From an optimization exercise on the open Yosys and OpenROAD flow, aimed at small area; shortcuts taken in it are not production practice.
Function was checked by simulation only, so behaviour that the tests miss may differ from the original.
No activity file was given, so power comes from the tool's default toggle rates.

<file path="flow/run.sh">
#!/bin/bash
# synth_recipe.tcl (not shown) runs the flow's synth.tcl, then flattens the netlist and writes it again
# the make line also repeats each setting of config.mk as NAME=value (left out here)
make -C /OpenROAD-flow-scripts/flow DESIGN_CONFIG=/design/flow/config.mk WORK_HOME=/design/flow/orfs CLKGATE_MAP_FILE= SYNTH_SCRIPT=/design/flow/synth_recipe.tcl finish
</file>
<file path="flow/config.mk">
export PLATFORM = sky130hd
export DESIGN_NAME = link_rx
export DESIGN_NICKNAME = link_rx
export VERILOG_FILES = /design/flow/design.v
export SDC_FILE = /design/flow/constraint.sdc
export NUM_CORES = 4
export LEC_CHECK = 0
export ABC_AREA = 1
export CAP_MARGIN = 20
export CORE_MARGIN = 2
export CORE_UTILIZATION = 40
export CTS_BUF_LIST = sky130_fd_sc_hd__clkbuf_4
export SLEW_MARGIN = 20
</file>
<file path="flow/constraint.sdc">
create_clock -name core_clock -period 10.0 [get_ports {clk}]
set_input_delay 2.0000 -clock core_clock [delete_from_list [all_inputs] [get_ports {clk}]]
set_output_delay 2.0000 -clock core_clock [all_outputs]
set_load 0.01 [all_outputs]
</file>
<file path="flow/design.v">
module hamming_decoder (
    input  wire [6:0] cw,
    output wire [3:0] nibble
);
    wire s1 = cw[0] ^ cw[2] ^ cw[4] ^ cw[6];
    wire s2 = cw[1] ^ cw[2] ^ cw[5] ^ cw[6];
    wire s3 = cw[3] ^ cw[4] ^ cw[5] ^ cw[6];
    assign nibble[0] = cw[2] ^ ( s1 &  s2 & ~s3);    
    assign nibble[1] = cw[4] ^ ( s1 & ~s2 &  s3);    
    assign nibble[2] = cw[5] ^ (~s1 &  s2 &  s3);    
    assign nibble[3] = cw[6] ^ ( s1 &  s2 &  s3);    
endmodule
module link_rx (
    input  wire        clk,
    input  wire        rst,
    input  wire [6:0]  local_addr_in,
    input  wire        rx_valid,
    input  wire [7:0]  rx_data,
    input  wire        rx_timeout,
    output reg         hd_valid,
    output wire [7:0]  hd_receiver,
    output wire [7:0]  hd_sender,
    output wire [7:0]  hd_type,
    output wire [7:0]  hd_len,
    output wire        pl_valid,
    output wire [63:0] pl_data,
    output reg         fe_valid,
    output wire [1:0]  fe_code
);
    localparam [7:0] MARKER    = 8'hFF;
    localparam [7:0] START     = 8'h02;
    localparam [7:0] STOP      = 8'h03;
    localparam [7:0] BROADCAST = 8'h7F;
    localparam [1:0] POS_SCAN = 2'd0;
    localparam [1:0] POS_CW   = 2'd1;
    localparam [1:0] POS_END  = 2'd2;
    reg [6:0]  local_addr;
    reg [1:0]  bm_pos;
    reg [3:0]  bm_nib;         
    reg        bm_have_upper;
    reg [3:0]  bm_upper;
    reg [2:0]  fa_hdr;         
    reg        fa_start_ok;    
    reg        fa_match;       
    reg        fa_bcast;       
    reg [7:0]  fa_sender;
    reg [7:0]  fa_type;
    reg [7:0]  fa_len;
    reg [7:0]  fa_pc;          
    reg [31:0]   asm_q;        
    reg [2047:0] ring;         
    reg [3:0]    ph;           
    reg        hd_bcast;
    reg        hd_pend;
    reg        rd_active;
    reg [4:0]  rd_beat;
    reg [4:0]  rd_last;
    wire [3:0] dec_nibble;
    hamming_decoder u_dec (.cw(rx_data[6:0]), .nibble(dec_nibble));
    wire is_marker = (rx_data == MARKER);
    wire good_unit = rx_valid && (bm_pos == POS_END) && is_marker;
    wire push      = good_unit && bm_have_upper;
    wire [7:0] push_byte = {bm_upper, bm_nib};
    wire in_payload = (fa_hdr == 3'd5);
    wire last_byte  = in_payload && (fa_pc == fa_len);
    wire complete   = push && last_byte;
    wire delims_ok  = fa_start_ok && (push_byte == STOP);
    wire pl_push    = push && in_payload && !last_byte;
    wire [4:0] kc = fa_pc[7:3];
    wire [2:0] fj = fa_pc[2:0];
    wire [4:0] kp = kc - 5'd1;
    wire hit_cur  = (kc[3:0] == ph);
    wire hit_prev = (kp[3:0] == ph) && (kc != 5'd0);
    reg  [127:0] merged;
    integer c, s;
    always @* begin
        for (s = 0; s < 2; s = s + 1)
            for (c = 0; c < 8; c = c + 1) begin
                if ((c < fj && c + 4 >= fj && hit_cur && kc[4] == s) ||
                    (c >= fj + 4 && hit_prev && kp[4] == s))
                    merged[64*s + 8*c +: 8] = asm_q[8*(c%4) +: 8];
                else
                    merged[64*s + 8*c +: 8] = ring[64*s + 8*c +: 8];
            end
    end
    always @(posedge clk) begin
        ring <= {merged, ring[2047:128]};
        if (pl_push)
            asm_q[8*fj[1:0] +: 8] <= push_byte;
    end
    assign hd_receiver = hd_bcast ? BROADCAST : {1'b0, local_addr};
    assign hd_sender   = fa_sender;
    assign hd_type     = fa_type;
    assign hd_len      = fa_len;
    assign fe_code     = 2'd2;
    assign pl_valid = rd_active && !hd_valid && (rd_beat[3:0] == ph);
    assign pl_data  = rd_beat[4] ? merged[127:64] : merged[63:0];
    wire [7:0] len_m1 = fa_len - 8'd1;
    always @(posedge clk) begin
        if (rst) begin
            local_addr    <= local_addr_in;
            bm_pos        <= POS_SCAN;
            bm_have_upper <= 1'b0;
            fa_hdr        <= 3'd0;
            ph            <= 4'd0;
            hd_pend       <= 1'b0;
            rd_active     <= 1'b0;
            hd_valid      <= 1'b0;
            fe_valid      <= 1'b0;
        end else begin
            ph       <= ph + 4'd1;
            hd_valid <= 1'b0;
            fe_valid <= 1'b0;
            if (rx_valid) begin
                case (bm_pos)
                    POS_SCAN: if (is_marker) bm_pos <= POS_CW;
                    POS_CW: begin
                        bm_nib <= dec_nibble;
                        bm_pos <= POS_END;
                    end
                    default: begin
                        bm_pos <= POS_SCAN;
                        if (good_unit) begin
                            if (!bm_have_upper)
                                bm_upper <= bm_nib;
                            bm_have_upper <= !bm_have_upper;
                        end
                    end
                endcase
            end else if (rx_timeout) begin
                bm_pos        <= POS_SCAN;
                bm_have_upper <= 1'b0;
            end
            if (push) begin
                case (fa_hdr)
                    3'd0: fa_start_ok <= (push_byte == START);
                    3'd1: begin
                        fa_match <= (push_byte == {1'b0, local_addr}) || (push_byte == BROADCAST);
                        fa_bcast <= (push_byte == BROADCAST);
                    end
                    3'd2: fa_sender <= push_byte;
                    3'd3: fa_type   <= push_byte;
                    3'd4: begin
                        fa_len <= push_byte;
                        fa_pc  <= 8'd0;
                    end
                    default: if (!last_byte) fa_pc <= fa_pc + 8'd1;
                endcase
                if (last_byte)
                    fa_hdr <= 3'd0;
                else if (!in_payload)
                    fa_hdr <= fa_hdr + 3'd1;
            end
            if (pl_valid) begin
                rd_beat <= rd_beat + 5'd1;
                if (rd_beat == rd_last)
                    rd_active <= 1'b0;
            end
            if ((complete && delims_ok && fa_match && !rd_active) ||
                (hd_pend && !rd_active)) begin
                hd_valid  <= 1'b1;
                hd_pend   <= 1'b0;
                if (complete)
                    hd_bcast <= fa_bcast;
                rd_beat   <= 5'd0;
                rd_last   <= len_m1[7:3];
                rd_active <= (fa_len != 8'd0);
            end else if (complete && delims_ok && fa_match) begin
                hd_pend  <= 1'b1;
                hd_bcast <= fa_bcast;
            end
            if (complete && !delims_ok)
                fe_valid <= 1'b1;
        end
    end
endmodule
</file>
==> impl_metrics.yaml, run 1 <==
clock_network:
  clkTransAtPathRegs_ns: 0.07
  post_cts_buffers: 0
  clockBufferDepth: 4
  cts_tree: "built"
  cts_buffers: 490
  cts_hold_buffers: 0
  cts_root_buf: "clkbuf_4"
  clock_latency_ns: 1.27
  cts.sinks: 2155
  ctsResizeCount: 0
  ctsHtreeMaxLevel: 5
floorplanning:
  die_h_um: 355
  core_um2: 122000
  io_pins: 120
  die_width_um: 355
  std_cell_rows: 128
  die_area_um2: 126000
  start_util: 0.404
logic_synthesis:
  async_flop_share: 0
  synth_edf_count: 93
  synth_area_um2: 49200
  synth_most_common_cell: "dfxtp_1"
  synth.avg_cell_area_um2: 15.2
  yosys.area.top_type: "dfxtp_1"
  ys.flop_type: "dfxtp_1"
  yosys_warnings: 1
  synthCells: 3233
  synth_area_leaders: "dfxtp_1 (84%), edfxtp_1 (5.7%), nand2_1 (3.0%)"
  ys_seq_area_frac: 0.895
  synth_commonest_cells: "dfxtp_1 (2062), nand2_1 (399), inv_1 (160)"
  synth_seq_cells: 2155
  synth_cell_types: 41
  yosysTopAreaCellShare: 0.838
setup_path:
  worstSetupPathType: "flop to primary output"
  crit_path_start_kind: "flop"
  cp.required_ns: 8.00
  cp.arrival_ns: 5.06
  cp_max_fo: 23
  end_kind: "primary output"
  r2r_cells: 6
timing:
  fin_skew_ns: 0.106
  setup_violations: 0
  fin_tns_setup_ns: 0
  max_freq_mhz: 142
  rsz0062_at_grt: "false"
  setup_slack_ns: 2.94
  period_share: 0.706
  worstMarginPinSlew_ns: 1.07
  maxSlewHeadroom: 0.285
  min_period_ns: 7.06
  drv_slew: 0
  finalHoldViolCount: 0
global_route:
  grt_pass1_wl_um: 126000
  grt_start_max_net_pins: 57
  grt_antenna_before_repair: 4
  gr-total-overflow: 0
  grt_pass1_vias: 23400
  grt_usage: 0.132
layout:
  nFillCells: 10700
  areaGrowthSynthToFinish_pct: 18.9
  design.final.nets: 3845
  drive_gt1_frac: 0.198
placement:
  dp_hpwl_um: 49900
  place_congestion: 0.804
  port_buffers: 116
  pre_cts_ws_ns: 4.12
detailed_routing:
  wl_per_cell_um: 14.1
  drtIter0Drc: 1141
  drc: 0
  via_per_inst: 4.01
  routedLengthMet1_um: 41200
  drt_pass1_iterations: 8
  wl_met3_um: 4810
  dr_wl_met2_um: 33700
  detail-route-antenna-nets: 0
  drt_wl_total_um: 81600
  vias: 23300
  routed.top_layer: "met5"
pwr:
  p_total_uw: 15400
  ir_drop_v: 0.000132
  leakage_uw: 0.0246
  power_density_nw_per_um2: 263
status:
  status: "timing/DRC/antenna clean"
flow_run:
  max_cap_viol_count: 0
worst_hold_path:
  hold_path_depth: 0
  hold_path.class: "flop to flop"
## state kept, by name, indices dropped and copies added (netlist names), 2 cells and up
name / flops
fa_hdr: 3
fa_pc: 8
fa_len: 8
ring: 2048
rd_beat: 5
rd_last: 5
bm_nib: 4
fa_sender: 8
ph: 4
asm_q: 32
bm_pos: 2
bm_upper: 4
fa_type: 8
local_addr: 7
## per-layer routing
layer  track usage  up-vias
met5             0        -
met4        0.0636        2
met3        0.0511      144
met2         0.182      621
met1         0.181    10800
li1              -    11700
## area by class of cell
class,count,area (µm²),area share
diodes,9,22.5,0.000385
multi-input cells,872,4370,0.0747
flip-flops and latches,2155,44100,0.753
inverters,167,627,0.0107
clock inverters,92,485,0.00829
well taps,1625,2030,0.0347
repair buffers,124,1220,0.0209
clock buffers,762,5720,0.0977
## placed cells by master, fill, tap and decap left out, types with 20 or more instances in the layout
cell and instances:
clkinv_1 73, and2_1 48, clkbuf_4 762, dfxtp_1 2062, a21oi_1 20, o22ai_1 26, nor2_1 40, nand3_1 134
nand2_1 399, o21ai_0 70, edfxtp_1 93, inv_1 160, clkdlybuf4s50_1 116
## cell families after synthesis
logic type,after synthesis,synth area share
simple gates,668,0.0609
fa+ha+maj,16,0.00406
flops,2155,0.895
other cells,2,0.000152
compound gates,159,0.0188
buf+inv,207,0.0166
xor+xnor,26,0.00462
## metrics by stage
step           hold slack (ns)  cells   util  area (µm²)
6_report                 0.219   5806  0.480       58600
5_1_grt                  0.223   5805  0.480       58600
4_1_cts                  0.213   5797  0.480       58500
3_5_place_dp             0.312   4943  0.429       52300
3_3_place_gp             0.310   4943  0.429       52300
2_1_floorplan            0.310   3234      -       49300
## final timing paths
check                     to       from  slack (ns)
setup / recovery  pl_data[2]   fa_pc[0]        2.94
hold / removal       ring[5]  ring[133]        0.22
hold reg to reg      ring[5]  ring[133]        0.22
setup reg to reg  ring[1920]   fa_pc[0]        6.75
## critical path, stage by stage (launching register included)
cell and delay, ns:
edfxtp_1 0.73, inv_1 0.34, ha_1 0.51, inv_1 0.17
a22oi_1 0.34, nand3_1 0.54, o21ai_0 0.45, nand2_1 0.09
nand2_1 0.11, clkdlybuf4s50_1 0.54
## report_power, final
part / leakage, µW / internal, µW / switching, µW / total (µW)
clock network: 0.00373 / 3540 / 3040 / 6580
logic: 0.00333 / 26.0 / 38.3 / 64.3
registers: 0.0176 / 8720 / 22.5 / 8740
total: 0.0246 / 12300 / 3100 / 15400
==> run 2, diff against run 1 <==
--- a/flow/config.mk
+++ b/flow/config.mk
@@ -9,5 +9,6 @@
 export CAP_MARGIN = 20
 export CORE_MARGIN = 2
-export CORE_UTILIZATION = 40
-export CTS_BUF_LIST = sky130_fd_sc_hd__clkbuf_4
+export CORE_UTILIZATION = 60
+export CTS_BUF_LIST = sky130_fd_sc_hd__clkbuf_8
+export CTS_CLUSTER_SIZE = 30
 export SLEW_MARGIN = 20
==> run 2 against run 1 <==
  * Still clean
  * Routed wire length decreased by 4.6%
  * Cell count is 15% lower
  * Critical endpoint unchanged
  * Register-to-register slack about the same
  * Sequential cell count unchanged
  * Count of clock-buffer cells in the layout fell by 372
  * Core utilization increased by 23 points
==> impl_metrics.yaml, run 2 <==
status:
  status: "timing/DRC/antenna clean"
clock_network:
  cts_tree: "built"
  cts_root_buf: "clkbuf_8"
  clkTransAtPathRegs_ns: 0.06
  cts.sinks: 2155
  post_cts_buffers: 0
  ctsResizeCount: 0
  clockBufferDepth: 4
  cts_buffers: 318
  clock_latency_ns: 0.93
  ctsHtreeMaxLevel: 5
  cts_hold_buffers: 0
worst_hold_path:
  hold_path.class: "flop to flop"
flow_run:
  max_cap_viol_count: 0
timing:
  worstMarginPinSlew_ns: 1.09
  setup_violations: 0
  whs_ns: 0.295
  min_period_ns: 6.76
  fin_skew_ns: 0.0587
  finalHoldViolCount: 0
  period_share: 0.676
  fin_tns_setup_ns: 0
  drv_slew: 0
  max_freq_mhz: 148
  maxSlewHeadroom: 0.274
  rsz0062_at_grt: "false"
logic_synthesis:
  synthSimpleGateAreaFrac: 0.0609
  synth_commonest_cells: "dfxtp_1 (2062), nand2_1 (399), inv_1 (160)"
  synth.avg_cell_area_um2: 15.2
  synth_compound_area_frac: 0.0187
  synth_cell_types: 41
  synth_fa_ha_area_frac: 0.00406
  synth_top_family_by_area: "simple AND/OR/NAND/NOR gates"
  synth_seq_cells: 2155
  synth_edf_count: 93
  yosys_warnings: 1
  synth_most_common_cell: "dfxtp_1"
  yosys.area.top_type: "dfxtp_1"
  muxShareOfSynthArea: 0
  synth_area_um2: 49200
  ys.flop_type: "dfxtp_1"
  yosysTopAreaCellShare: 0.838
  synth_xor_area_frac: 0.00462
  synth_area_leaders: "dfxtp_1 (84%), edfxtp_1 (5.7%), nand2_1 (3.0%)"
  async_flop_share: 0
  synthCells: 3233
  ys_seq_area_frac: 0.895
pwr:
  leakage_uw: 0.0244
  power_density_nw_per_um2: 266
  ir_drop_v: 0.000193
detailed_routing:
  drt_pass1_iterations: 7
  drt_wl_total_um: 77900
  drtIter0Drc: 1107
  detail-route-antenna-nets: 0
  vias: 22400
  drc: 0
  via_per_inst: 4.55
  wl_per_cell_um: 15.8
setup_path:
  cp_max_fo: 23
  end_kind: "primary output"
  cp.required_ns: 8.00
  crit_slowest_cell: "edfxtp_1"
  critPathMaxStageDelay_ns: 0.72
  regToRegSetupSlack_ns: 6.75
  worstSetupPathType: "flop to primary output"
  worstPathCellList: "inv_1 -> ha_1 -> inv_1 -> a22oi_1 -> nand3_1 -> o21ai_0 -> nand2_1 -> nand2_1 -> clkdlybuf4s50_1"
  crit_path_start_kind: "flop"
  cp.arrival_ns: 4.76
floorplanning:
  die_width_um: 290
  die_area_um2: 84400
  core_um2: 81700
  io_pins: 120
  start_util: 0.603
  std_cell_rows: 105
  die_h_um: 290
placement:
  port_buffers: 116
  dp_hpwl_um: 47000
  place_congestion: 0.841
  placed_cells: 4385
global_route:
  grt_usage: 0.189
  gr-total-overflow: 0
  grt_antenna_before_repair: 3
  grt_start_max_net_pins: 67
  grt_pass1_wl_um: 123000
  grt_pass1_vias: 22900
layout:
  final_cell_mix: "dfxtp_1 (2062), nand2_1 (399), clkbuf_8 (390)"
  design.final.nets: 3670
  largest_register_ff_count: 2048
  top_register: "ring"
  nFillCells: 5542
  multi_input_comb_area_um2: 4380
  mostFrequentLayoutCell: "dfxtp_1"
  regArea_um2: 44100
  drive_gt1_frac: 0.123
  fin_cells: 4929
  areaGrowthSynthToFinish_pct: 17.3
## run 2: power by group
| part | switching, µW | total (µW) | internal [µW] |
|---|---|---|---|
| Clock | 2960 | 6570 | 3610 |
| Combinational | 34.3 | 60.3 | 26.0 |
| Sequential | 23.5 | 8750 | 8720 |
| Total | 3020 | 15400 | 12400 |
## run 2: area by class of cell
cell class	instances	area share
repair buffers	121	0.0208
well taps	1070	0.0232
clock buffers	390	0.0930
diodes	5	0.000217
multi-input cells	872	0.0758
clock inverters	149	0.0130
inverters	167	0.0109
flip-flops and latches	2155	0.763
## run 2: logic make-up (layout without fill, tap and decap cells)
group | Yosys count | in the layout
DFF | 2155 | 2155
buffers and inverters | 207 | 827
xor gates and xnor gates | 26 | 26
other | 2 | 8
adders and majority gates | 16 | 16
AOI/OAI and AO/OA | 159 | 159
and+or+nand+nor | 668 | 668
## run 2: stage by stage
step | utilization | total power, µW | worst slack, ns | area, µm²
2_1_floorplan | - | 8960 | 5.82 | 49300
3_3_place_gp | 0.632 | 8990 | 4.29 | 51600
3_5_place_dp | 0.632 | 8990 | 4.16 | 51600
4_1_cts | 0.706 | 15600 | 3.09 | 57700
5_1_grt | 0.707 | 16000 | 2.74 | 57700
6_report | 0.707 | 15400 | 3.24 | 57700
## run 2: path summary, 6_finish.rpt
path                            depth (start not counted)      start         end
worst max-delay path                                    9   fa_pc[0]  pl_data[2]
worst max register to register                         10   fa_pc[0]  rd_beat[4]
worst min register to register                          0  ring[427]   ring[299]
worst min-delay path                                    0  ring[427]   ring[299]
## run 2: per-layer routing
| metal | vias up | wire (µm) | global-route usage |
|---|---|---|---|
| met1 | 10600 | 38000 | 0.266 |
| met3 | 191 | 3880 | 0.0455 |
| li1 | 11000 | - | - |
| met5 | - | 0 | 0 |
| met4 | 0 | 2030 | 0.0885 |
| met2 | 551 | 34000 | 0.278 |
## run 2: worst max-delay path: cells and delay by family, from the launching register on
kind                     cells  cell delay, ns
adder cells (fa/ha/maj)      1            0.50
AND/OR/NAND/NOR              3            0.75
flip-flops                   1            0.72
AO/OA/AOI/OAI                2            0.81
buffers and inverters        3            1.04
==> run 3, diff against run 2 <==
--- a/flow/design.v
+++ b/flow/design.v
@@ -48,5 +48,5 @@
     reg [7:0]  fa_len;
     reg [7:0]  fa_pc;          
-    reg [31:0]   asm_q;        
+    reg [63:0]   asm_q;        
     reg [2047:0] ring;         
     reg [3:0]    ph;           
@@ -77,7 +77,6 @@
         for (s = 0; s < 2; s = s + 1)
             for (c = 0; c < 8; c = c + 1) begin
-                if ((c < fj && c + 4 >= fj && hit_cur && kc[4] == s) ||
-                    (c >= fj + 4 && hit_prev && kp[4] == s))
-                    merged[64*s + 8*c +: 8] = asm_q[8*(c%4) +: 8];
+                if ((c < fj) ? (hit_cur && kc[4] == s) : (hit_prev && kp[4] == s))
+                    merged[64*s + 8*c +: 8] = asm_q[8*c +: 8];
                 else
                     merged[64*s + 8*c +: 8] = ring[64*s + 8*c +: 8];
@@ -87,5 +86,5 @@
         ring <= {merged, ring[2047:128]};
         if (pl_push)
-            asm_q[8*fj[1:0] +: 8] <= push_byte;
+            asm_q[8*fj +: 8] <= push_byte;
     end
     assign hd_receiver = hd_bcast ? BROADCAST : {1'b0, local_addr};
==> flow/config.mk (replaced) <==
export PLATFORM = sky130hd
export DESIGN_NAME = link_rx
export DESIGN_NICKNAME = link_rx
export VERILOG_FILES = /design/flow/design.v
export SDC_FILE = /design/flow/constraint.sdc
export NUM_CORES = 4
export LEC_CHECK = 0
export CAP_MARGIN = 20
export CORE_MARGIN = 2
export CORE_UTILIZATION = 40
export SLEW_MARGIN = 20
==> run 3 against run 2 <==
  * Via count is 3.7% lower
  * Global-route usage down 6.1 points
  * Worst hold slack worse by 0.0075 ns
  * Core utilization shrank 22 points
  * Register-to-register slack worse by 0.30 ns
  * Clock power up 17%
  * First-iteration DRC count up 22%
  * Final area is 5.2% higher
  * Sequential power grew 3.8%
  * Critical endpoint is now pl_data[47]
  * Critical path type unchanged
  * Non-clock buffer count rose by 13
  * Count of clock-buffer cells in the layout down 109
==> impl_metrics.yaml, run 3 <==
pwr:
  p_int_uw: 13600
  leakage_uw: 0.0243
  p_clk_frac: 0.455
  p_sw_frac: 0.195
  switchingPower_uw: 3290
  power_density_nw_per_um2: 278
  seqPwrFrac: 0.538
  combPwrFrac: 0.006
  ir_drop_v: 0.000158
global_route:
  grt_start_max_net_pins: 65
  grt_pass1_wl_um: 124000
  grt_usage: 0.128
  gr-total-overflow: 0
  grt_pass1_vias: 21200
  grt_antenna_before_repair: 3
placement:
  dp_hpwl_um: 49900
  place_area_um2: 53800
  placed_cells: 4789
  place_congestion: 0.814
  port_buffers: 116
logic_synthesis:
  synth_commonest_cells: "dfxtp_1 (2062), edfxtp_1 (125), nand2_1 (114)"
  synth_xor_area_frac: 0.00947
  synth_area_um2: 50700
  synth_compound_area_frac: 0.0399
  muxShareOfSynthArea: 0.0180
  synth_area_leaders: "dfxtp_1 (81%), edfxtp_1 (7.4%), mux2_2 (1.2%)"
  yosys.area.top_type: "dfxtp_1"
  yosys_warnings: 1
  yosysTopAreaCellShare: 0.814
  synthSimpleGateAreaFrac: 0.0287
  synth_seq_cells: 2187
  synthCells: 3059
  synth_fa_ha_area_frac: 0.00345
  synth_edf_count: 125
  ys.flop_type: "dfxtp_1"
  synth_most_common_cell: "dfxtp_1"
  synth.avg_cell_area_um2: 16.6
  async_flop_share: 0
  synth_top_family_by_area: "compound AO/OA/AOI/OAI gates"
  ys_seq_area_frac: 0.888
  synth_cell_types: 75
setup_path:
  cp.arrival_ns: 5.03
  regToRegStartpoint: "fa_pc[3]"
  end_kind: "primary output"
  cp.required_ns: 8.00
  regToRegSetupSlack_ns: 6.45
  r2r_cells: 5
  worstSetupPathType: "flop to primary output"
  critPathLaunch: "fa_pc[3]"
  crit_path_end: "pl_data[47]"
  rr_endpoint: "ring[1992]"
  crit_path_start_kind: "flop"
  cp_max_fo: 15
detailed_routing:
  detail-route-antenna-nets: 0
  drc: 0
  wl_per_cell_um: 16.0
  drt_wl_total_um: 82500
  via_per_inst: 4.19
  drt_pass1_iterations: 5
  drtIter0Drc: 1350
  vias: 21600
timing:
  worstMarginPinSlew_ns: 1.04
  fin_skew_ns: 0.0368
  setup_violations: 0
  fin_tns_setup_ns: 0
  period_share: 0.703
  maxSlewHeadroom: 0.308
  rsz0062_at_grt: "false"
  drv_slew: 0
  max_freq_mhz: 142
  min_period_ns: 7.03
  finalHoldViolCount: 0
layout:
  largest_register_ff_count: 2048
  top_register: "ring"
  mostFrequentLayoutCell: "dfxtp_1"
  nFillCells: 10500
  finalInstanceArea_um2: 60800
  areaGrowthSynthToFinish_pct: 19.8
  design.final.nets: 3371
  drive_gt1_frac: 0.130
  fin_cells: 5157
  final_cell_mix: "dfxtp_1 (2062), clkbuf_16 (200), edfxtp_1 (125)"
clock_network:
  post_cts_buffers: 0
  cts_buffers: 197
  cts.sinks: 2187
  clock_latency_ns: 0.80
  cts_root_buf: "clkbuf_16"
  cts_tree: "built"
  ctsHtreeMaxLevel: 4
  cts_hold_buffers: 0
  clockBufferDepth: 3
  clkTransAtPathRegs_ns: 0.07
  ctsResizeCount: 0
floorplanning:
  start_util: 0.403
  std_cell_rows: 130
  die_area_um2: 130000
  core_um2: 126000
  die_h_um: 360
  io_pins: 120
  die_width_um: 360
status:
  status: "timing/DRC/antenna clean"
worst_hold_path:
  hold_path.class: "flop to flop"
flow_run:
  max_cap_viol_count: 0
==> run 3: cell type report <==
type	instances	area, µm²	share of cell area
inverters	92	345	0.00568
well taps	1650	2060	0.0340
clock buffers	281	5760	0.0948
repair buffers	134	1300	0.0213
multi-input cells	726	5080	0.0836
diodes	4	10.0	0.000165
clock inverters	83	1160	0.0192
flip-flops and latches	2187	45000	0.741
==> run 3: worst min path at each step <==
| stage | from | endpoint | cells past startpoint | slack (ns) |
|---|---|---|---|---|
| 5_1_grt | ring[1106] | ring[978] | 0 | 0.30 |
| 3_5_place_dp | ring[256] | ring[128] | 0 | 0.31 |
| 6_report | ring[1106] | ring[978] | 0 | 0.29 |
| 2_1_floorplan | ring[128] | ring[0] | 0 | 0.31 |
| 3_3_place_gp | ring[969] | ring[841] | 0 | 0.31 |
| 4_1_cts | ring[1106] | ring[978] | 0 | 0.29 |
==> run 3: through the flow <==
step                utilization  hold slack (ns)  setup WS (ns)  total power, µW
global route              0.483            0.296           2.59            17500
global placement          0.428            0.309           3.86             9360
floorplan                     -            0.310           4.05             9300
CTS                       0.483            0.291           2.89            17100
finish                    0.483            0.288           2.97            16900
detailed placement        0.428            0.312           3.79             9370
==> run 3: cell families (layout without fill, tap and decap cells) <==
| family | count (synthesis) | after routing |
|---|---|---|
| fa+ha+maj | 14 | 14 |
| compound gates | 274 | 274 |
| other cells | 2 | 7 |
| simple gates | 307 | 307 |
| buf+inv | 147 | 590 |
| flops | 2187 | 2187 |
| xor+xnor | 54 | 54 |
| mux | 74 | 74 |
==> run 3: layer usage <==
metal	up-vias	global-route usage	part of all wire
li1	10600	-	-
met3	167	0.0423	0.066
met1	10300	0.181	0.50
met5	-	0	0
met2	496	0.175	0.40
met4	0	0.0596	0.034
==> run 3: worst max-delay path, cell delays in order, from the launching register on <==
cell             delay [ns]
edfxtp_1               0.50
xnor2_1                0.28
nand4_1                0.60
or2_0                  0.74
mux2i_1                0.82
mux2_2                 0.42
mux2_2                 0.35
clkdlybuf4s50_1        0.52
==> run 3: power by group through the flow <==
stage / logic (µW) / clock network, µW / registers, µW
detailed placement: 104 / 0 / 9270
CTS: 104 / 7900 / 9080
global placement: 102 / 0 / 9260
global route: 112 / 8270 / 9090
floorplan: 57.8 / 0 / 9250
finish: 103 / 7680 / 9080
==> run 4, diff against run 3 <==
--- a/flow/design.v
+++ b/flow/design.v
@@ -48,5 +48,5 @@
     reg [7:0]  fa_len;
     reg [7:0]  fa_pc;          
-    reg [63:0]   asm_q;        
+    reg [31:0]   asm_q;        
     reg [2047:0] ring;         
     reg [3:0]    ph;           
@@ -77,6 +77,7 @@
         for (s = 0; s < 2; s = s + 1)
             for (c = 0; c < 8; c = c + 1) begin
-                if ((c < fj) ? (hit_cur && kc[4] == s) : (hit_prev && kp[4] == s))
-                    merged[64*s + 8*c +: 8] = asm_q[8*c +: 8];
+                if ((c < fj && c + 4 >= fj && hit_cur && kc[4] == s) ||
+                    (c >= fj + 4 && hit_prev && kp[4] == s))
+                    merged[64*s + 8*c +: 8] = asm_q[8*(c%4) +: 8];
                 else
                     merged[64*s + 8*c +: 8] = ring[64*s + 8*c +: 8];
@@ -86,5 +87,5 @@
         ring <= {merged, ring[2047:128]};
         if (pl_push)
-            asm_q[8*fj +: 8] <= push_byte;
+            asm_q[8*fj[1:0] +: 8] <= push_byte;
     end
     assign hd_receiver = hd_bcast ? BROADCAST : {1'b0, local_addr};
==> flow/flow/run.sh (new file) <==
#!/bin/bash
# Standard layout with two changes: a smaller clock tree (larger leaf
# clusters of clkbuf_8, no dummy loads) and buf_1 as the port buffer cell.
set -euo pipefail
export CTS_ARGS="-sink_clustering_enable -repair_clock_nets -dont_use_dummy_load -sink_clustering_size 16 -sink_clustering_max_diameter 100 -buf_list sky130_fd_sc_hd__clkbuf_8"
export BUFFER_PORTS_ARGS="-buffer_cell sky130_fd_sc_hd__buf_1"
bash standard.sh > standard.log 2>&1
==> flow/standard.sh (new file) <==
#!/bin/bash
# synth_recipe.tcl (not shown) runs the flow's synth.tcl, then flattens the netlist and writes it again
# the make line also repeats each setting of config.mk as NAME=value (left out here)
make -C /OpenROAD-flow-scripts/flow DESIGN_CONFIG=/design/flow/config.mk WORK_HOME=/design/flow/orfs CLKGATE_MAP_FILE= SYNTH_SCRIPT=/design/flow/synth_recipe.tcl "${@:-finish}"
--- a/flow/config.mk
+++ b/flow/config.mk
@@ -8,4 +8,4 @@
 export CAP_MARGIN = 20
 export CORE_MARGIN = 2
-export CORE_UTILIZATION = 40
+export CORE_UTILIZATION = 60
 export SLEW_MARGIN = 20
removed: flow/run.sh
==> run 4 against run 3 <==
  * Worst setup slack improved by 0.76 ns
  * Die area decreased by 35%
  * Routed wire length decreased by 10%
  * First-iteration DRC count decreased by 14%
  * Cell count decreased by 18%
  * Clock power decreased by 52%
  * Critical endpoint is now pl_data[4]
  * Sequential power decreased by 5.0%
  * Synthesized cell count decreased by 4.7%
  * Critical path type unchanged
  * Worst hold slack got worse by 0.0012 ns
==> impl_metrics.yaml, run 4 <==
status:
  status: "timing/DRC/antenna clean"
logic_synthesis:
  ys.flop_type: "dfxtp_1"
  synth_commonest_cells: "dfxtp_1 (2062), nand2_1 (111), edfxtp_1 (93)"
  synth_area_leaders: "dfxtp_1 (84%), edfxtp_1 (5.7%), mux2_2 (2.0%)"
  async_flop_share: 0
  synth_seq_cells: 2155
  yosysTopAreaCellShare: 0.838
  synth_area_um2: 49300
  synth.avg_cell_area_um2: 16.9
  synthCells: 2916
  synth_most_common_cell: "dfxtp_1"
  yosys.area.top_type: "dfxtp_1"
  ys_seq_area_frac: 0.895
  yosys_warnings: 1
  synth_edf_count: 93
  synth_cell_types: 77
setup_path:
  worstPathCellList: "clkinv_1 -> ha_1 -> or3_1 -> o21ai_0 -> nor2_2 -> a21oi_1 -> o21ba_2 -> buf_1"
  cp_max_fo: 21
  crit_path_start_kind: "flop"
  critPathMaxStageDelay_ns: 0.59
  end_kind: "primary output"
  cp.required_ns: 8.00
  worstSetupPathType: "flop to primary output"
  critical_path.top_delay_family: "compound AO/OA/AOI/OAI gates"
  critical_path_buf_inv_count: 2
  crit_slowest_cell: "ha_1"
  cp.arrival_ns: 4.27
floorplanning:
  die_area_um2: 84400
  die_width_um: 291
  core_um2: 81700
  die_h_um: 291
  start_util: 0.603
  io_pins: 120
  std_cell_rows: 105
global_route:
  grt_start_max_net_pins: 34
  grt_antenna_before_repair: 2
  grt_pass1_wl_um: 113000
  gr-total-overflow: 0
  grt_pass1_vias: 20000
  grt_usage: 0.178
detailed_routing:
  routed.top_layer: "met4"
  routedLengthMet1_um: 35800
  vias: 20100
  drtIter0Drc: 1156
  drt_wl_total_um: 74200
  drc: 0
  via_per_inst: 4.77
  wl_met3_um: 4000
  drt_pass1_iterations: 5
  dr_wl_met2_um: 31700
  detail-route-antenna-nets: 0
  wl_per_cell_um: 17.6
clock_network:
  post_cts_buffers: 0
  cts_root_buf: "clkbuf_8"
  cts.sinks: 2155
  clock_latency_ns: 0.80
  clkTransAtPathRegs_ns: 0.10
  ctsResizeCount: 0
  clockBufferDepth: 3
  cts_hold_buffers: 0
  ctsHtreeMaxLevel: 4
  cts_buffers: 152
  cts_tree: "built"
placement:
  place_area_um2: 50900
  port_buffers: 116
  place_congestion: 0.835
  dp_hpwl_um: 47800
timing:
  max_freq_mhz: 159
  fin_tns_setup_ns: 0
  worstMarginPinSlew_ns: 1.07
  maxSlewHeadroom: 0.284
  drv_slew: 0
  min_period_ns: 6.27
  period_share: 0.627
  rsz0062_at_grt: "false"
  setup_violations: 0
  finalHoldViolCount: 0
  fin_skew_ns: 0.0676
pwr:
  ir_drop_v: 0.000149
  p_total_uw: 12400
  power_density_nw_per_um2: 233
  leakage_uw: 0.0207
layout:
  areaGrowthSynthToFinish_pct: 7.53
  design.final.nets: 3183
  finalInstanceArea_um2: 53000
  drive_gt1_frac: 0.102
  final_cell_mix: "dfxtp_1 (2062), clkbuf_8 (152), buf_1 (116)"
  mostFrequentLayoutCell: "dfxtp_1"
  postLayoutCoreUtil: 0.648
  largest_register_ff_count: 2048
  nFillCells: 5893
  top_register: "ring"
flow_run:
  max_cap_viol_count: 0
worst_hold_path:
  hold_path.class: "flop to flop"
==> run 4: cell families after synthesis <==
family | Yosys count | share of synthesized area
AOI/OAI and AO/OA | 208 | 0.0299
xor gates and xnor gates | 55 | 0.0105
adders and majority gates | 16 | 0.00406
buffers and inverters | 95 | 0.00874
DFF | 2155 | 0.895
muxes | 95 | 0.0226
other | 2 | 0.000152
and+or+nand+nor | 290 | 0.0293
==> run 4: through the flow <==
stage	std cells	hold WS (ns)	worst slack, ns
floorplan	2917	0.310	5.05
global placement	4064	0.310	4.71
detailed placement	4064	0.312	4.59
CTS	4216	0.280	3.70
global route	4217	0.291	3.45
finish	4218	0.286	3.73
==> run 4: path summary, 6_finish.rpt <==
path              startpoint         end  slack [ns]  cells after the start
setup / recovery    fa_pc[1]  pl_data[4]        3.73                      8
hold / removal     ring[405]   ring[277]        0.29                      0
setup reg to reg    fa_pc[5]  rd_beat[0]        6.47                      6
hold reg to reg    ring[405]   ring[277]        0.29                      0
==> run 4: layer usage <==
metal / GRT usage / vias up
li1: - / 9789
met1: 0.249 / 9619
met2: 0.266 / 505
met3: 0.0449 / 197
met4: 0.0758 / 0
met5: 0 / -
==> run 4: report_power, final <==
part / switching (µW) / total [µW] / internal, µW
registers: 3.68 / 8630 / 8630
clock network: 2310 / 3680 / 1370
logic: 26.8 / 41.9 / 15.1
==> run 4: final cells by class <==
cell class	instances	area, µm²	area share
timing repair buffer	123	488	0.00921
clock buffer	152	2090	0.0395
inverter	49	184	0.00347
antenna	2	5.00	0.0000945
multi-input combinational	667	4780	0.0903
tap	1070	1340	0.0253
sequential	2155	44100	0.832
==> run 5, diff against run 4 <==
--- a/flow/design.v
+++ b/flow/design.v
@@ -53,7 +53,8 @@
     reg        hd_bcast;
     reg        hd_pend;
-    reg        rd_active;
-    reg [4:0]  rd_beat;
-    reg [4:0]  rd_last;
+    reg        rd_active;      
+    reg        rd_go;          
+    reg        rd_slot;        
+    reg [4:0]  rd_last;        
     wire [3:0] dec_nibble;
     hamming_decoder u_dec (.cw(rx_data[6:0]), .nibble(dec_nibble));
@@ -69,7 +70,8 @@
     wire [4:0] kc = fa_pc[7:3];
     wire [2:0] fj = fa_pc[2:0];
-    wire [4:0] kp = kc - 5'd1;
+    wire [3:0] ph_n = ph + 4'd1;
     wire hit_cur  = (kc[3:0] == ph);
-    wire hit_prev = (kp[3:0] == ph) && (kc != 5'd0);
+    wire hit_prev = (kc[3:0] == ph_n) && (kc != 5'd0);
+    wire kp_hi    = kc[4] ^ (kc[3:0] == 4'd0);    
     reg  [127:0] merged;
     integer c, s;
@@ -78,5 +80,5 @@
             for (c = 0; c < 8; c = c + 1) begin
                 if ((c < fj && c + 4 >= fj && hit_cur && kc[4] == s) ||
-                    (c >= fj + 4 && hit_prev && kp[4] == s))
+                    (c >= fj + 4 && hit_prev && kp_hi == s))
                     merged[64*s + 8*c +: 8] = asm_q[8*(c%4) +: 8];
                 else
@@ -94,6 +96,6 @@
     assign hd_len      = fa_len;
     assign fe_code     = 2'd2;
-    assign pl_valid = rd_active && !hd_valid && (rd_beat[3:0] == ph);
-    assign pl_data  = rd_beat[4] ? merged[127:64] : merged[63:0];
+    assign pl_valid = rd_active && !hd_valid && (rd_go || ph == 4'd0);
+    assign pl_data  = rd_slot ? merged[127:64] : merged[63:0];
     wire [7:0] len_m1 = fa_len - 8'd1;
     always @(posedge clk) begin
@@ -106,8 +108,10 @@
             hd_pend       <= 1'b0;
             rd_active     <= 1'b0;
+            rd_go         <= 1'b0;
+            rd_slot       <= 1'b0;
             hd_valid      <= 1'b0;
             fe_valid      <= 1'b0;
         end else begin
-            ph       <= ph + 4'd1;
+            ph       <= ph_n;
             hd_valid <= 1'b0;
             fe_valid <= 1'b0;
@@ -153,7 +157,12 @@
             end
             if (pl_valid) begin
-                rd_beat <= rd_beat + 5'd1;
-                if (rd_beat == rd_last)
+                rd_go <= 1'b1;
+                if (ph == 4'd15)
+                    rd_slot <= 1'b1;
+                if ({rd_slot, ph} == rd_last) begin
                     rd_active <= 1'b0;
+                    rd_go     <= 1'b0;
+                    rd_slot   <= 1'b0;
+                end
             end
             if ((complete && delims_ok && fa_match && !rd_active) ||
@@ -163,5 +172,4 @@
                 if (complete)
                     hd_bcast <= fa_bcast;
-                rd_beat   <= 5'd0;
                 rd_last   <= len_m1[7:3];
                 rd_active <= (fa_len != 8'd0);
==> run 5 against run 4 <==
  * Highest routed layer is now met5
  * First-iteration DRC count fell by 8.1%
  * Cell count fell by 0.19%
  * Count of clock-buffer cells in the layout did not move
  * Still clean on timing, DRC and antenna
  * Global-route usage fell by 0.25 points
  * Worst setup slack improved by 0.21 ns
==> impl_metrics.yaml, run 5 <==
logic_synthesis:
  yosys_warnings: 1
  synth_area_leaders: "dfxtp_1 (84%), edfxtp_1 (5.3%), mux2_2 (3.3%)"
  yosys.area.top_type: "dfxtp_1"
  synth_area_um2: 49500
  async_flop_share: 0
  ys_seq_area_frac: 0.889
  yosysTopAreaCellShare: 0.835
  ys.flop_type: "dfxtp_1"
  synthCells: 2926
  synth_most_common_cell: "dfxtp_1"
  synth_edf_count: 88
  synth_cell_types: 66
  synth.avg_cell_area_um2: 16.9
  synth_commonest_cells: "dfxtp_1 (2064), mux2_2 (143), edfxtp_1 (88)"
  synth_seq_cells: 2152
global_route:
  grt_start_max_net_pins: 76
  grt_usage: 0.175
  grt_antenna_before_repair: 3
  grt_pass1_wl_um: 115000
  gr-total-overflow: 0
  grt_pass1_vias: 20300
timing:
  whs_ns: 0.288
  worstMarginPinSlew_ns: 1.13
  finalHoldViolCount: 0
  setup_violations: 0
  rsz0062_at_grt: "false"
  max_freq_mhz: 165
  period_share: 0.606
  fin_skew_ns: 0.0660
  fin_tns_setup_ns: 0
  maxSlewHeadroom: 0.245
  min_period_ns: 6.06
  drv_slew: 0
layout:
  top_register: "ring"
  areaGrowthSynthToFinish_pct: 7.51
  nFillCells: 5875
  drive_gt1_frac: 0.111
  final_cell_mix: "dfxtp_1 (2063), clkbuf_8 (152), mux2_2 (143)"
  largest_register_ff_count: 2048
  design.final.nets: 3175
  mostFrequentLayoutCell: "dfxtp_1"
setup_path:
  critPathMaxStageDelay_ns: 1.00
  end_kind: "primary output"
  cp.required_ns: 8.00
  crit_path_start_kind: "flop"
  critical_path_buf_inv_count: 2
  r2r_cells: 7
  cp_max_fo: 11
  crit_slowest_cell: "a2111oi_4"
  critical_path.top_delay_family: "compound AO/OA/AOI/OAI gates"
  cp.arrival_ns: 4.06
  regToRegSetupSlack_ns: 6.69
  worstPathCellList: "inv_1 -> ha_1 -> nor2_1 -> a2111oi_4 -> mux2_2 -> mux2_2 -> buf_1"
  rr_endpoint: "ring[2039]"
  worstSetupPathType: "flop to primary output"
  regToRegStartpoint: "fa_pc[0]"
  cpMostUsedCell: "mux2_2"
  critPathLaunch: "fa_pc[0]"
placement:
  place_congestion: 0.839
  port_buffers: 116
  dp_hpwl_um: 44300
pwr:
  ir_drop_v: 0.000178
  power_density_nw_per_um2: 235
  leakage_uw: 0.0208
clock_network:
  clkTransAtPathRegs_ns: 0.11
  cts_hold_buffers: 0
  cts.sinks: 2152
  cts_buffers: 152
  cts_root_buf: "clkbuf_8"
  clockBufferDepth: 3
  ctsResizeCount: 0
  ctsHtreeMaxLevel: 4
  clock_latency_ns: 0.80
  cts_tree: "built"
  post_cts_buffers: 0
status:
  status: "timing/DRC/antenna clean"
detailed_routing:
  wl_per_cell_um: 17.3
  drt_pass1_iterations: 5
  vias: 20200
  via_per_inst: 4.79
  drc: 0
  detail-route-antenna-nets: 0
  drt_wl_total_um: 72700
  drtIter0Drc: 1062
floorplanning:
  die_h_um: 291
  io_pins: 120
  die_width_um: 291
  std_cell_rows: 105
  die_area_um2: 84800
  core_um2: 81800
  start_util: 0.604
worst_hold_path:
  hold-path-endpoint: "ring[1539]"
  hp-start: "ring[1667]"
  hold_path.class: "flop to flop"
  hold_path_depth: 0
flow_run:
  max_cap_viol_count: 0
## run 5: cell count changes after synthesis, sizes merged, moves of 14 or more
cell	before	now
o22ai	34	1
nand4b	0	18
mux2	93	146
nand4	6	46
nand2	113	45
clkbuf	25	51
or4b	1	16
o211ai	2	16
## run 5: where the power goes
group          switching [µW]  internal (µW)  total [µW]
Sequential               30.0           8730        8760
Clock                    2330           1370        3700
Combinational            39.7           27.0        66.7
Total                    2400          10100       12500
## run 5: logic make-up (layout without fill, tap and decap cells)
kind of cell,Yosys count,in the layout,share of synthesized area
AOI/OAI and AO/OA,155,155,0.0202
xor gates and xnor gates,50,50,0.00966
adders and majority gates,15,15,0.00379
buffers and inverters,112,324,0.00961
DFF,2152,2152,0.889
muxes,147,147,0.0337
other,2,4,0.000152
and+or+nand+nor,293,293,0.0343
## run 5: final cells by class
type	instances	area, µm²	share of cell area
Clock buffer	152	2090	0.0393
Inverter	43	161	0.00303
Tap cell	1070	1340	0.0252
Timing Repair Buffer	129	537	0.0101
Sequential cell	2152	44000	0.827
Antenna cell	1	2.50	0.0000471
Multi-Input combinational cell	663	5090	0.0957
## run 5: per-layer routing
layer	up-vias	wire (µm)	track usage
li1	9870	-	-
met1	9713	35600	0.256
met2	439	30900	0.253
met3	148	3970	0.0421
met4	2	2280	0.0699
met5	-	11	0
## run 5: worst max-delay path by stage
| stage | endpoint | slack [ns] | cells after the start |
|---|---|---|---|
| after global placement | pl_data[21] | 4.35 | 6 |
| after floorplan | fa_pc[0] | 5.06 | 5 |
| after global routing | pl_data[0] | 3.74 | 7 |
| after detailed placement | pl_data[18] | 4.28 | 6 |
| after CTS | pl_data[18] | 3.38 | 6 |
| final | pl_data[0] | 3.94 | 7 |
## run 5: stage by stage
step	util	total power (µW)	instance area (µm²)	std cells	worst slack, ns
6_report	0.650	12500	53200	4210	3.94
3_3_place_gp	0.624	9020	51000	4056	4.35
3_5_place_dp	0.624	9020	51100	4056	4.28
2_1_floorplan	-	8990	49500	2927	5.06
4_1_cts	0.649	12700	53200	4208	3.38
5_1_grt	0.650	13000	53200	4210	3.74
==> run 6, diff against run 5 <==
==> flow/flow/run.sh (replaced) <==
#!/bin/bash
# Standard layout with three changes:
#  - after the standard synthesis, the combinational cells are re-mapped
#    with an area-oriented ABC script (flow/area.abc) (flip-flops, their names and cell
#    types are kept as the standard synthesis made them);
#  - a smaller clock tree (leaf clusters of 16 sinks on clkbuf_8, no dummy
#    loads);
#  - buf_1 as the port buffer cell.
set -euo pipefail
export CTS_ARGS="-sink_clustering_enable -repair_clock_nets -dont_use_dummy_load -sink_clustering_size 16 -sink_clustering_max_diameter 100 -buf_list sky130_fd_sc_hd__clkbuf_8"
export BUFFER_PORTS_ARGS="-buffer_cell sky130_fd_sc_hd__buf_1"

bash standard.sh synth > synth.log 2>&1

PLAT=$FLOW_HOME/platforms/sky130hd
LIB=$PLAT/lib/sky130_fd_sc_hd__tt_025C_1v80.lib
R=orfs/results/sky130hd/link_rx/base
YOSYS=$(command -v yosys || echo "$FLOW_HOME/../tools/install/yosys/bin/yosys")
DU=$(sed -n '/DONT_USE_CELLS/,/^$/p' $PLAT/config.mk | grep -o 'sky130_fd_sc_hd__[a-z0-9_]*' | sed 's/^/-dont_use /' | tr '\n' ' ')
cp $R/1_2_yosys.v std_synth.v
sed -e "s#@LIB@#$LIB#g" -e "s#@DU@#$DU#" -e "s#@IN@#std_synth.v#" -e "s#@OUT@#$R/1_2_yosys.v#" -e "s#@ABC@#flow/area.abc#" flow/resyn.ys > resyn.ys
"$YOSYS" -s resyn.ys > resyn.log 2>&1
rm -f $R/1_synth.odb $R/1_synth.sdc

bash standard.sh > standard.log 2>&1
==> flow/flow/area.abc (new file) <==
strash; dc2; dch -f; amap; topo; dnsize
==> flow/flow/resyn.ys (new file) <==
# Re-map the standard synthesis's combinational cells for area; the
# flip-flop and tie cells stay as they are.
read_liberty -ignore_miss_func @LIB@
read_verilog @IN@
hierarchy -top link_rx
setattr -mod -set keep_hierarchy 1 sky130_fd_sc_hd__dfxtp_1 sky130_fd_sc_hd__edfxtp_1 sky130_fd_sc_hd__conb_1
flatten
opt -purge
abc -liberty @LIB@ @DU@ -script @ABC@
opt_clean -purge
stat -liberty @LIB@
select -module link_rx
write_verilog -noattr -selected @OUT@
==> run 6 against run 5 <==
  * Synthesized area fell by 4.3%
  * Clock skew rose by 0.0046 ns
  * Fmax shrank 18%
  * Count of clock-buffer cells in the layout did not move
  * Final area fell by 3.5%
  * Die area is 4.3% lower
  * Total power decreased by 0.14%
  * Critical path type unchanged
  * Critical endpoint is now pl_data[54]
==> impl_metrics.yaml, run 6 <==
status:
  status: "timing/DRC/antenna clean"
clock_network:
  clkTransAtPathRegs_ns: 0.10
  ctsHtreeMaxLevel: 4
  clockBufferDepth: 3
  post_cts_buffers: 0
  cts_hold_buffers: 0
  cts.sinks: 2152
  ctsResizeCount: 0
  clock_latency_ns: 0.80
  cts_buffers: 152
  cts_tree: "built"
  cts_root_buf: "clkbuf_8"
floorplanning:
  std_cell_rows: 102
  die_area_um2: 81100
  die_h_um: 285
  io_pins: 120
  core_um2: 77700
  start_util: 0.609
  die_width_um: 285
setup_path:
  regToRegSetupSlack_ns: 5.46
  crit_path_start_kind: "flop"
  r2r_cells: 14
  regToRegStartpoint: "ph[0]"
  cp_max_fo: 11
  rr_endpoint: "ring[1971]"
  worstSetupPathType: "flop to primary output"
  cp.required_ns: 8.00
  end_kind: "primary output"
  critPathLaunch: "ph[0]"
  cp.arrival_ns: 5.39
timing:
  finalHoldViolCount: 0
  max_freq_mhz: 135
  period_share: 0.739
  fin_tns_setup_ns: 0
  drv_slew: 0
  worstMarginPinSlew_ns: 1.04
  min_period_ns: 7.39
  rsz0062_at_grt: "false"
  whs_ns: 0.283
  fin_skew_ns: 0.0705
  setup_slack_ns: 2.61
  setup_violations: 0
  maxSlewHeadroom: 0.305
pwr:
  switchingPower_uw: 2370
  p_clk_frac: 0.293
  ir_drop_v: 0.000178
  power_density_nw_per_um2: 244
  p_sw_frac: 0.190
  seqPwrFrac: 0.703
  p_int_uw: 10100
  leakage_uw: 0.0199
  combPwrFrac: 0.005
layout:
  drive_gt1_frac: 0.0557
  areaGrowthSynthToFinish_pct: 8.45
  top_register: "ring"
  mostFrequentLayoutCell: "dfxtp_1"
  largest_register_ff_count: 2048
  postLayoutCoreUtil: 0.660
  final_cell_mix: "dfxtp_1 (2063), o22ai_1 (180), clkinv_1 (174)"
  design.final.nets: 3126
worst_hold_path:
  hold_path.class: "flop to flop"
  hold-path-endpoint: "ring[1183]"
  hp-start: "ring[1311]"
  hold_path_depth: 0
detailed_routing:
  vias: 19700
  via_per_inst: 4.76
  drc: 0
  drt_wl_total_um: 70300
  wl_per_cell_um: 16.9
  detail-route-antenna-nets: 0
  drtIter0Drc: 1101
  drt_pass1_iterations: 6
logic_synthesis:
  synth.avg_cell_area_um2: 16.8
  synthCells: 2819
  yosys_warnings: 1
  synth_area_um2: 47300
placement:
  port_buffers: 116
  pre_cts_ws_ns: 3.37
  place_congestion: 0.808
  dp_hpwl_um: 45000
global_route:
  busiest_layer: "met2"
  gr-total-overflow: 0
  grt_util_met2: 0.265
  grt_pass1_wl_um: 110000
  grt_start_max_net_pins: 59
  grt_pass1_vias: 19400
  use_met1: 0.255
  grt_usage: 0.178
  grt_antenna_before_repair: 1
  met3_usage: 0.0379
flow_run:
  max_cap_viol_count: 0
==> run 6: layout make-up <==
type,instances,area [µm²]
Fill cell,5442,26400
Antenna cell,2,5.00
Multi-Input combinational cell,493,2740
Clock buffer,152,2090
Tap cell,1040,1300
Sequential cell,2152,44000
Timing Repair Buffer,133,568
Inverter,175,657
==> run 6: power by group through the flow <==
stage	Combinational, µW	Sequential [µW]	Clock [µW]
2_1_floorplan	34.0	8970	0
3_3_place_gp	55.9	8980	0
3_5_place_dp	58.5	8990	0
4_1_cts	58.9	8790	3810
5_1_grt	65.2	8800	4140
6_report	59.8	8780	3660
==> run 6: worst max path at each step <==
stage,endpoint,slack [ns],depth (start not counted)
final,pl_data[54],2.61,15
after global routing,pl_data[48],2.24,15
after floorplan,pl_data[32],4.47,12
after CTS,pl_data[54],2.48,15
after global placement,pl_data[49],3.61,15
after detailed placement,pl_data[54],3.37,15
==> run 6: critical path, stage by stage, from the launching register on <==
cell and delay [ns]:
dfxtp_1 0.46, clkinv_1 0.12, nor2_1 0.25, clkinv_1 0.17
nor2_1 0.25, nor2_1 0.07, a211oi_1 0.23, nand4_1 0.15
nor2_1 0.63, clkinv_1 0.70, o22ai_1 0.38, buf_4 0.24
clkinv_1 0.30, o22ai_1 0.30, o22ai_1 0.17, buf_1 0.19
==> run 6: routing by layer <==
metal / wire, µm / vias up
met5: 0 / -
met4: 2210 / 0
met3: 3630 / 162
met2: 30500 / 502
met1: 33900 / 9462
li1: - / 9595
==> run 6: through the flow <==
step	cells	cell area (µm²)	total power, µW
after floorplan	2820	47300	9000
after global placement	3992	49200	9040
after detailed placement	3992	49200	9040
after CTS	4144	51300	12700
after global routing	4147	51300	13000
final	4147	51300	12500
==> run 7, diff against run 6 <==
--- a/flow/flow/run.sh
+++ b/flow/flow/run.sh
@@ -2,5 +2,5 @@
 # Standard layout with three changes:
 #  - after the standard synthesis, the combinational cells are re-mapped
-#    with an area-oriented ABC script (flow/area.abc) (flip-flops, their names and cell
+#    with an area-oriented ABC script (flip-flops, their names and cell
 #    types are kept as the standard synthesis made them);
 #  - a smaller clock tree (leaf clusters of 16 sinks on clkbuf_8, no dummy
==> flow/flow/area.abc (replaced) <==
strash; dch -f; map -a; topo; dnsize
==> run 7 against run 6 <==
  * Final area grew 0.74%
  * Non-clock buffer count did not move
  * Cell count rose by 4.4%
  * Routed wire length increased by 1.3%
  * Sequential cell count is the same
  * Total power is 1.2% lower
  * Clock power is 1% higher
  * Sequential power down 2%
  * Critical endpoint is now pl_data[58]
==> impl_metrics.yaml, run 7 <==
detailed_routing:
  drtIter0Drc: 1184
  drc: 0
  drt_wl_total_um: 71200
  via_per_inst: 4.58
  vias: 19800
  detail-route-antenna-nets: 0
  drt_pass1_iterations: 7
  wl_per_cell_um: 16.4
layout:
  postLayoutCoreUtil: 0.656
  design.final.nets: 3298
  largest_register_ff_count: 2048
  fin_cells: 4328
  final_cell_mix: "dfxtp_1 (2063), nand2_1 (302), nor2_1 (157)"
  top_register: "ring"
  mostFrequentLayoutCell: "dfxtp_1"
  areaGrowthSynthToFinish_pct: 8.38
  drive_gt1_frac: 0.0574
timing:
  worstMarginPinSlew_ns: 1.12
  max_freq_mhz: 154
  fin_tns_setup_ns: 0
  period_share: 0.650
  fin_skew_ns: 0.0684
  rsz0062_at_grt: "false"
  setup_violations: 0
  maxSlewHeadroom: 0.248
  finalHoldViolCount: 0
  drv_slew: 0
  min_period_ns: 6.50
pwr:
  p_int_uw: 9990
  p_sw_frac: 0.191
  leakage_uw: 0.0202
  power_density_nw_per_um2: 239
  seqPwrFrac: 0.697
  p_total_uw: 12400
  combPwrFrac: 0.003
  switchingPower_uw: 2360
  p_clk_frac: 0.300
  ir_drop_v: 0.000152
clock_network:
  clkTransAtPathRegs_ns: 0.12
  ctsResizeCount: 0
  cts_buffers: 152
  clockBufferDepth: 3
  post_cts_buffers: 0
  cts_hold_buffers: 0
  clock_latency_ns: 0.82
  ctsHtreeMaxLevel: 4
  cts_root_buf: "clkbuf_8"
  cts_tree: "built"
  cts.sinks: 2152
logic_synthesis:
  yosys_warnings: 1
  synth.avg_cell_area_um2: 16.0
  synthCells: 2991
  synth_area_um2: 47700
floorplanning:
  die_width_um: 286
  die_h_um: 286
  core_um2: 78900
  std_cell_rows: 103
  die_area_um2: 81800
  start_util: 0.605
  io_pins: 120
placement:
  placed_cells: 4175
  port_buffers: 116
  place_congestion: 0.761
  dp_hpwl_um: 42000
setup_path:
  r2r_cells: 11
  crit_slowest_cell: "nor3_2"
  worstSetupPathType: "flop to primary output"
  critical_path.top_delay_family: "simple AND/OR/NAND/NOR gates"
  cp.required_ns: 8.00
  crit_cells: 14
  crit_path_start_kind: "flop"
  worstPathCellList: "clkinv_1 -> nor2_1 -> clkinv_1 -> nor2_1 -> xor2_1 -> clkinv_1 -> nor2_1 -> clkinv_1 -> nor3_2 -> nor2_1 -> a21oi_1 -> nand2_1 -> nand2_1 -> buf_1"
  critPathMaxStageDelay_ns: 0.79
  cp_max_fo: 16
  end_kind: "primary output"
  cp.arrival_ns: 4.50
  critical_path_buf_inv_count: 5
status:
  status: "timing/DRC/antenna clean"
global_route:
  busiest_layer: "met2"
  gr-total-overflow: 0
  grt_util_met2: 0.275
  grt_usage: 0.179
  met3_usage: 0.0415
  grt_antenna_before_repair: 3
  use_met1: 0.251
  grt_start_max_net_pins: 39
  grt_pass1_vias: 20000
  grt_pass1_wl_um: 112000
worst_hold_path:
  hold_path_depth: 0
  hold_path.class: "flop to flop"
flow_run:
  max_cap_viol_count: 0
==> run 7: final timing paths <==
kind / start / endpoint / slack (ns)
worst max register to register: ph[0] / ring[2043] / 6.56
worst min register to register: ring[456] / ring[328] / 0.27
worst min-delay path: ring[456] / ring[328] / 0.27
worst max-delay path: ph[0] / pl_data[58] / 3.50
==> run 7: area by class of cell <==
class                   count  area [µm²]
diodes                      1        2.50
fillers                  5697       27200
multi-input cells         750        3430
repair buffers            133         563
flip-flops and latches   2152       44000
inverters                  90         338
well taps                1050        1310
clock buffers             152        2090
==> run 7: layer usage <==
layer / wire length (µm) / part of all wire
met5: 0 / 0
met4: 2030 / 0.029
met3: 3370 / 0.047
met2: 31800 / 0.45
met1: 34000 / 0.48
==> run 7: power by group through the flow <==
stage | Sequential (µW) | Clock, µW | Combinational, µW
3_3_place_gp | 8820 | 0 | 29.8
4_1_cts | 8620 | 3840 | 32.6
5_1_grt | 8620 | 4160 | 37.0
3_5_place_dp | 8820 | 0 | 32.5
6_report | 8620 | 3710 | 33.1
2_1_floorplan | 8820 | 0 | 20.6
==> run 7: stage by stage <==
step,instance area (µm²),hold WS [ns],setup WS [ns]
floorplan,47700,0.310,4.79
global placement,49600,0.310,4.64
detailed placement,49600,0.312,4.39
CTS,51700,0.260,3.51
global route,51700,0.267,3.00
finish,51700,0.271,3.50
==> run 8, diff against run 7 <==
--- a/flow/flow/run.sh
+++ b/flow/flow/run.sh
@@ -2,11 +2,11 @@
 # Standard layout with three changes:
 #  - after the standard synthesis, the combinational cells are re-mapped
-#    with an area-oriented ABC script (flip-flops, their names and cell
+#    with an area-oriented ABC script (flow/area.abc) (flip-flops, their names and cell
 #    types are kept as the standard synthesis made them);
-#  - a smaller clock tree (leaf clusters of 16 sinks on clkbuf_8, no dummy
+#  - a smaller clock tree (leaf clusters of up to 10 sinks on clkbuf_4, no dummy
 #    loads);
 #  - buf_1 as the port buffer cell.
 set -euo pipefail
-export CTS_ARGS="-sink_clustering_enable -repair_clock_nets -dont_use_dummy_load -sink_clustering_size 16 -sink_clustering_max_diameter 100 -buf_list sky130_fd_sc_hd__clkbuf_8"
+export CTS_ARGS="-sink_clustering_enable -repair_clock_nets -dont_use_dummy_load -sink_clustering_size 10 -sink_clustering_max_diameter 40 -buf_list sky130_fd_sc_hd__clkbuf_4"
 export BUFFER_PORTS_ARGS="-buffer_cell sky130_fd_sc_hd__buf_1"
 
==> flow/flow/area.abc (replaced) <==
strash; dc2; dch -f; amap; topo; dnsize
==> run 8 against run 7 <==
  * Die area shrank 0.79%
  * Cell count fell by 2.1%
  * Routed wire length about the same
  * Critical path type unchanged
  * Total power shrank 0.92%
  * Largest power group unchanged
  * Clock power decreased by 8.4%
  * Register-to-register slack lost 1.2 ns
  * First-iteration DRC count shrank 6.1%
  * Via count increased by 1.8%
  * Worst hold slack got worse by 0.031 ns
  * Critical path depth grew 1
  * Global-route usage up 0.13 points
  * Synthesized cell count shrank 5.8%
==> impl_metrics.yaml, run 8 <==
detailed_routing:
  wl_per_cell_um: 16.8
  vias: 20200
  drt_pass1_iterations: 5
  drc: 0
  via_per_inst: 4.77
  detail-route-antenna-nets: 0
  drtIter0Drc: 1112
  drt_wl_total_um: 71200
setup_path:
  crit_slowest_cell: "clkinv_1"
  cp.arrival_ns: 5.76
  cp_max_fo: 11
  r2r_cells: 14
  critical_path.top_delay_family: "buffers and inverters"
  worstPathCellList: "clkinv_1 -> nor2_1 -> clkinv_1 -> nor2_1 -> nor2_1 -> a211oi_1 -> nand4_1 -> nor2_1 -> clkinv_1 -> o22ai_1 -> buf_4 -> clkinv_1 -> o22ai_1 -> o22ai_1 -> buf_1"
  cp.required_ns: 8.00
  critical_path_buf_inv_count: 6
  worstSetupPathType: "flop to primary output"
  crit_path_start_kind: "flop"
  critPathLaunch: "ph[0]"
  end_kind: "primary output"
  critPathMaxStageDelay_ns: 0.74
  regToRegStartpoint: "ph[0]"
  crit_cells: 15
clock_network:
  cts.sinks: 2152
  post_cts_buffers: 0
  clock_latency_ns: 1.08
  clkTransAtPathRegs_ns: 0.09
  cts_hold_buffers: 0
  ctsResizeCount: 0
  cts_root_buf: "clkbuf_4"
  cts_tree: "built"
  clockBufferDepth: 3
  cts_buffers: 236
  ctsHtreeMaxLevel: 4
timing:
  rsz0062_at_grt: "false"
  period_share: 0.776
  setup_violations: 0
  max_freq_mhz: 129
  fin_tns_setup_ns: 0
  maxSlewHeadroom: 0.320
  drv_slew: 0
  fin_skew_ns: 0.159
  min_period_ns: 7.76
  finalHoldViolCount: 0
  setup_slack_ns: 2.24
  worstMarginPinSlew_ns: 1.01
placement:
  placed_cells: 3992
  place_congestion: 0.808
  port_buffers: 116
  pre_cts_ws_ns: 3.37
  dp_hpwl_um: 45000
  place_area_um2: 49200
layout:
  mostFrequentLayoutCell: "dfxtp_1"
  top_register: "ring"
  drive_gt1_frac: 0.0806
  fin_cells: 4236
  finalInstanceArea_um2: 51000
  largest_register_ff_count: 2048
  final_cell_mix: "dfxtp_1 (2063), clkbuf_4 (236), o22ai_1 (180)"
  design.final.nets: 3210
  areaGrowthSynthToFinish_pct: 7.80
floorplanning:
  core_um2: 77700
  die_width_um: 285
  std_cell_rows: 102
  die_h_um: 285
  io_pins: 120
  die_area_um2: 81100
  start_util: 0.609
pwr:
  ir_drop_v: 0.000135
  leakage_uw: 0.0199
  power_density_nw_per_um2: 240
global_route:
  grt_pass1_wl_um: 112000
  grt_usage: 0.181
  gr-total-overflow: 0
  grt_antenna_before_repair: 2
  grt_start_max_net_pins: 59
  grt_pass1_vias: 20300
logic_synthesis:
  synth_area_um2: 47300
  yosys_warnings: 1
  synth.avg_cell_area_um2: 16.8
  synthCells: 2819
worst_hold_path:
  hold_path.class: "flop to flop"
  hold_path_depth: 0
  hp-start: "ring[1979]"
flow_run:
  max_cap_viol_count: 0
status:
  status: "timing/DRC/antenna clean"
run 8: cell count changes in the layout (fill, tap and decap cells not counted), moves of 7 or more:
cell / delta
clkbuf_4: +236
xnor2_1: -16
or2_0: +9
clkinv_1: +85
nand2_1: -264
nor2_1: -62
a21oi_1: +24
clkbuf_8: -152
mux2_2: -7
o22ai_1: +178
o22a_1: +16
xor2_1: -12
o21ai_0: -127
run 8: per-stage QoR:
step	utilization	total power [µW]	hold WS, ns
floorplan	-	9000	0.310
global placement	0.633	9040	0.310
detailed placement	0.633	9040	0.312
CTS	0.656	12400	0.225
global route	0.656	12800	0.241
finish	0.656	12200	0.240
run 8: cell type report:
cell class              count  area, µm²
well taps                1040       1300
diodes                      7       17.5
inverters                 175        657
repair buffers            133        568
multi-input cells         493       2740
fillers                  5551      26700
clock buffers             236       1770
flip-flops and latches   2152      44000
run 8: worst paths after layout:
kind	endpoint	slack, ns
setup / recovery	pl_data[54]	2.24
hold reg to reg	ring[1851]	0.24
setup reg to reg	ring[1968]	5.32
hold / removal	ring[1851]	0.24
run 8: power breakdown:
part / switching (µW) / total, µW / leakage, µW / internal, µW
clock network: 2320 / 3400 / 0.00109 / 1080
logic: 40.9 / 59.9 / 0.00131 / 18.9
registers: 34.9 / 8780 / 0.0175 / 8750
run 8: metal layers:
| metal | part of all wire | GRT usage |
|---|---|---|
| met5 | 0 | 0 |
| met4 | 0.024 | 0.0728 |
| met3 | 0.056 | 0.0461 |
| met2 | 0.44 | 0.270 |
| met1 | 0.48 | 0.254 |

==> re-timing with driven ports <==
In the flow no input, the clock included, has a driving cell. The finished layouts below were timed again as built, in two steps.
Step 1 sets driving cells, clkbuf_16 on the clock port and buf_2 on the other inputs (assumed; they add their load-dependent delay and slew).
Step 2 times the ports against the registers' clock, not the clock port: input delays grow and output delays shrink by t, the midpoint of the rising clock arrivals with the driver on.
Three values: ideal ports, drivers, drivers and shift; two values: the first two.
run | t (ns) | slack for setup (ns) | latest minus earliest clock arrival (ns)
run 1 | 1.275 | 2.942 / 2.876 / 4.151 | 0.115 / 0.116
run 2 | 0.969 | 3.236 / 3.167 / 4.136 | 0.064 / 0.064
run 3 | 0.861 | 2.966 / 2.889 / 3.750 | 0.042 / 0.043
run 4 | 0.828 | 3.726 / 3.664 / 4.492 | 0.071 / 0.072
run 5 | 0.827 | 3.935 / 3.873 / 4.700 | 0.071 / 0.071
run 6 | 0.836 | 2.608 / 2.542 / 3.377 | 0.086 / 0.087
run 7 | 0.847 | 3.497 / 3.438 / 4.284 | 0.073 / 0.073
run 8 | 1.062 | 2.237 / 2.173 / 3.235 | 0.162 / 0.162
After both steps setup and hold are still met in every run listed.
